Context: an optimization exercise on an open-source flow, tuned for small area. The choices shown serve that exercise and are no tape-out recipe. Function was checked by simulation only, so behaviour that the tests miss may differ from the original. Power figures rest on the tool's default switching activity, not on a simulated workload.

==> module ibm2ieee_conv, before the edit <==
module ibm2ieee_conv (
    input  wire [1:0]  op,
    input  wire [63:0] p,
    output wire [63:0] r
);
    wire src64 = op[1];
    wire dst64 = op[0];
    wire       s = src64 ? p[63]    : p[31];
    wire [6:0] E = src64 ? p[62:56] : p[30:24];
    wire le32 = ~E[6] & (~E[5] | (E[4:0] == 5'd0));
    wire le26 = ~E[6] & ~E[5] & ~(E[4] & E[3] & (E[2] | (E[1] & E[0])));
    wire mode = ~dst64 & le32;
    wire zap  = ~dst64 & le26;
    wire [3:0] hi4 = mode ? (E[3:0] + 4'd7) : (E[3:0] - 4'd1);
    wire       sat = dst64 | (E > 7'd48);
    wire [5:0] lim = sat ? 6'd63 : {hi4, 2'b01};
    wire z32   = (p[55:24] == 32'd0);
    wire take  = src64 & ~mode & z32 & lim[5];   
    wire left  = ~zap & ~mode & (~src64 | take);
    wire right = ~zap & mode & src64;
    wire keep_hi = ~zap & src64 & ~mode & ~take;
    wire keep_lo = ~zap & ~left & ~right;
    wire [55:0] c4;
    assign c4[55:32] = ({24{left}}  & p[23:0])  | ({24{keep_hi}} & p[55:32]);
    assign c4[31:24] =  {8{keep_hi}} & p[31:24];
    assign c4[23:0]  = ({24{right}} & p[55:32]) | ({24{keep_lo}} & p[23:0]);
    wire st_lo = right & (|p[31:0]);
    wire [4:0] lim5 = (lim[5] & ~take) ? 5'd31 : lim[4:0];
    wire        g4 = (c4[55:40] == 0) & lim5[4];
    wire        t3 = ~(lim5[4] & ~g4);
    wire [55:0] c3 = g4 ? {c4[39:0], 16'd0} : c4;
    wire        g3 = (c3[55:48] == 0) & (~t3 | lim5[3]);
    wire        t2 = t3 & ~(lim5[3] & ~g3);
    wire [55:0] c2 = g3 ? {c3[47:0], 8'd0} : c3;
    wire        g2 = (c2[55:52] == 0) & (~t2 | lim5[2]);
    wire        t1 = t2 & ~(lim5[2] & ~g2);
    wire [55:0] c1 = g2 ? {c2[51:0], 4'd0} : c2;
    wire        g1 = (c1[55:54] == 0) & (~t1 | lim5[1]);
    wire        t0 = t1 & ~(lim5[1] & ~g1);
    wire [55:0] c0 = g1 ? {c1[53:0], 2'd0} : c1;
    wire        g0 = ~c0[55] & (~t0 | lim5[0]);
    wire [55:0] N  = g0 ? {c0[54:0], 1'd0} : c0;
    wire [5:0]  A  = {take, g4, g3, g2, g1, g0};
    wire [10:0] X   = {2'b0, E, 2'b00} - {5'b0, A} - 11'd2;
    wire [10:0] e   = dst64 ? {X[10:8] + 3'd3, X[7:0]} : {3'b0, ~X[7], X[6:0]};
    wire        ovf = ~dst64 & N[55] & X[8] & (X[7] | (&X[6:0]));
    wire [10:0] ef  = N[55] ? e : 11'd0;
    wire lsb = dst64 ? N[3] : N[32];
    wire rb  = dst64 ? N[2] : N[31];
    wire st  = dst64 ? (N[1] | N[0]) : ((|N[30:0]) | st_lo);
    wire inc = rb & (lsb | st) & ~ovf;
    wire [62:0] W = dst64 ? {ef, N[54:3]} :
                    {31'd0, s, ovf ? 8'hFF : ef[7:0], ovf ? 23'd0 : N[54:32]};
    wire [7:0]  bp;                  
    wire [8:0]  bc;                  
    wire [62:0] c;
    assign bc[0] = inc;
    genvar b, j;
    generate for (b = 0; b < 8; b = b + 1) begin : blk
        localparam LO = 8 * b;
        localparam HI = (b == 7) ? 62 : 8 * b + 7;
        assign bp[b] = &W[HI:LO];
        assign bc[b+1] = bc[b] & bp[b];
        assign c[LO] = bc[b];
        for (j = LO + 1; j <= HI; j = j + 1) begin : bt
            assign c[j] = c[j-1] & W[j-1];
        end
    end endgenerate
    assign r = {dst64 & s, W ^ c};
endmodule
Settings: LEC_CHECK=0, CAP_MARGIN=20, CORE_MARGIN=2, CORE_UTILIZATION=40, SLEW_MARGIN=20; clock period 18.0 ns.
standard.sh (not shown) runs the stock make flow with config.mk's settings and CLKGATE_MAP_FILE= SYNTH_SCRIPT=/design/flow/synth_recipe.tcl, a recipe that flattens the netlist after the stock synthesis.
==> flow/flow/run.sh <==
#!/bin/bash
set -euo pipefail
HERE=$(pwd)
sed "s|SYNTH_SCRIPT=[^ ]*|SYNTH_SCRIPT=$HERE/flow/my_synth.tcl|" standard.sh > my_standard.sh
export MY_ABC_SCRIPT=$HERE/flow/abc.script
export BUFFER_PORTS_ARGS="-buffer_cell sky130_fd_sc_hd__buf_1"
export REMOVE_ABC_BUFFERS=1
if [ -f flow/cts_args ]; then export CTS_ARGS="$(cat flow/cts_args)"; fi
bash my_standard.sh > flow.log 2>&1
==> flow/flow/abc.script <==
strash
&get -n
&deepsyn -T 60
&put
dch -f
amap
topo
==> flow/flow/cts_args <==
-sink_clustering_enable -repair_clock_nets -dont_use_dummy_load -buf_list sky130_fd_sc_hd__clkbuf_4 -root_buf sky130_fd_sc_hd__clkbuf_4
==> flow/flow/my_synth.tcl <==
# The standard flow's synthesis script with ABC's mapping script replaced by an area-oriented one
proc synth {args} { yosys synth -nofsm -noshare {*}$args }
proc abc {args} {
  set i [lsearch -exact $args -script]
  if { $i >= 0 && [info exists ::env(MY_ABC_SCRIPT)] } {
    lset args [expr {$i + 1}] $::env(MY_ABC_SCRIPT)
  }
  puts "my abc: $args"
  yosys abc {*}$args
}
source $::env(SCRIPTS_DIR)/synth.tcl
# left out here: clear keep_hierarchy, flatten, clean up, hide names made inside functions, write 1_2_yosys.v
Then changed:
--- a/flow/design.v
+++ b/flow/design.v
@@ -11,39 +11,35 @@
     wire le26 = ~E[6] & ~E[5] & ~(E[4] & E[3] & (E[2] | (E[1] & E[0])));
     wire mode = ~dst64 & le32;
     wire zap  = ~dst64 & le26;
-    wire [3:0] hi4 = mode ? (E[3:0] + 4'd7) : (E[3:0] - 4'd1);
+    wire [55:0] F56 = src64 ? p[55:0] : {p[23:0], 32'b0};
+    wire [55:0] X   = zap  ? 56'd0 :
+                      mode ? {24'd0, F56[55:24]} : F56;
+    wire        st_lo = mode & src64 & (|p[23:0]);
+    wire [3:0] hi4 = mode ? (E[3:0] + 4'd5) : (E[3:0] - 4'd1);
     wire       sat = dst64 | (E > 7'd48);
     wire [5:0] lim = sat ? 6'd63 : {hi4, 2'b01};
-    wire z32   = (p[55:24] == 32'd0);
-    wire take  = src64 & ~mode & z32 & lim[5];   
-    wire left  = ~zap & ~mode & (~src64 | take);
-    wire right = ~zap & mode & src64;
-    wire keep_hi = ~zap & src64 & ~mode & ~take;
-    wire keep_lo = ~zap & ~left & ~right;
-    wire [55:0] c4;
-    assign c4[55:32] = ({24{left}}  & p[23:0])  | ({24{keep_hi}} & p[55:32]);
-    assign c4[31:24] =  {8{keep_hi}} & p[31:24];
-    assign c4[23:0]  = ({24{right}} & p[55:32]) | ({24{keep_lo}} & p[23:0]);
-    wire st_lo = right & (|p[31:0]);
-    wire [4:0] lim5 = (lim[5] & ~take) ? 5'd31 : lim[4:0];
-    wire        g4 = (c4[55:40] == 0) & lim5[4];
-    wire        t3 = ~(lim5[4] & ~g4);
+    wire [55:0] c5 = X;
+    wire        g5 = (c5[55:24] == 0) & (6'd32 <= lim);
+    wire [5:0]  a5 = {g5, 5'd0};
+    wire [55:0] c4 = g5 ? {c5[23:0], 32'd0} : c5;
+    wire        g4 = (c4[55:40] == 0) & ((a5 | 6'd16) <= lim);
+    wire [5:0]  a4 = a5 | {1'b0, g4, 4'd0};
     wire [55:0] c3 = g4 ? {c4[39:0], 16'd0} : c4;
-    wire        g3 = (c3[55:48] == 0) & (~t3 | lim5[3]);
-    wire        t2 = t3 & ~(lim5[3] & ~g3);
+    wire        g3 = (c3[55:48] == 0) & ((a4 | 6'd8) <= lim);
+    wire [5:0]  a3 = a4 | {2'b0, g3, 3'd0};
     wire [55:0] c2 = g3 ? {c3[47:0], 8'd0} : c3;
-    wire        g2 = (c2[55:52] == 0) & (~t2 | lim5[2]);
-    wire        t1 = t2 & ~(lim5[2] & ~g2);
+    wire        g2 = (c2[55:52] == 0) & ((a3 | 6'd4) <= lim);
+    wire [5:0]  a2 = a3 | {3'b0, g2, 2'd0};
     wire [55:0] c1 = g2 ? {c2[51:0], 4'd0} : c2;
-    wire        g1 = (c1[55:54] == 0) & (~t1 | lim5[1]);
-    wire        t0 = t1 & ~(lim5[1] & ~g1);
+    wire        g1 = (c1[55:54] == 0) & ((a2 | 6'd2) <= lim);
+    wire [5:0]  a1 = a2 | {4'b0, g1, 1'd0};
     wire [55:0] c0 = g1 ? {c1[53:0], 2'd0} : c1;
-    wire        g0 = ~c0[55] & (~t0 | lim5[0]);
+    wire        g0 = ~c0[55] & ((a1 | 6'd1) <= lim);
+    wire [5:0]  A  = a1 | {5'b0, g0};
     wire [55:0] N  = g0 ? {c0[54:0], 1'd0} : c0;
-    wire [5:0]  A  = {take, g4, g3, g2, g1, g0};
-    wire [10:0] X   = {2'b0, E, 2'b00} - {5'b0, A} - 11'd2;
-    wire [10:0] e   = dst64 ? {X[10:8] + 3'd3, X[7:0]} : {3'b0, ~X[7], X[6:0]};
-    wire        ovf = ~dst64 & N[55] & X[8] & (X[7] | (&X[6:0]));
+    wire [8:0]  T   = {E, 2'b00} - {3'b0, A};
+    wire [10:0] e   = {2'b0, E, 2'b00} - {5'b0, A} + (dst64 ? 11'd766 : 11'd1918);
+    wire        ovf = ~dst64 & N[55] & (T >= 9'd385);
     wire [10:0] ef  = N[55] ? e : 11'd0;
     wire lsb = dst64 ? N[3] : N[32];
     wire rb  = dst64 ? N[2] : N[31];
Result: The changed run passed the timing, design-rule and antenna checks; utilization rises by 0.37 points; synthesized area rises by 12%; fmax drops by 2.4%; sequential power shrinks by about 2%; power fell by 0.72%.

## separate check: timing with driven ports
The flow's constraints put no driver on any port. The routed layouts listed below were extracted and timed again, unchanged, in two steps.
Step 1 sets driving cells, clkbuf_16 on the clock port and buf_2 on the other inputs (assumed; they add their load-dependent delay and slew).
Step 2 moves the port delays by t, midway between the first and last clock arrival at a register: inputs arrive t later, outputs are due t later. That takes back most of the time a late clock gives input paths.
Slacks: no drivers / after step 1 / after step 2; pairs: no drivers / after step 1.
| run | t, ns | setup WS [ns] | cell pins on the clock port's net |
|---|---|---|---|
| the first run | 0.452 | 1.629 / 1.642 / 1.190 | 1 |
| the second run | 0.458 | 1.221 / 1.232 / 0.775 | 1 |
After both steps every run listed still meets setup and hold. For the second run, which loses most, drivers alone change the setup slack by +0.011 ns; drivers and shift together by -0.446 ns.
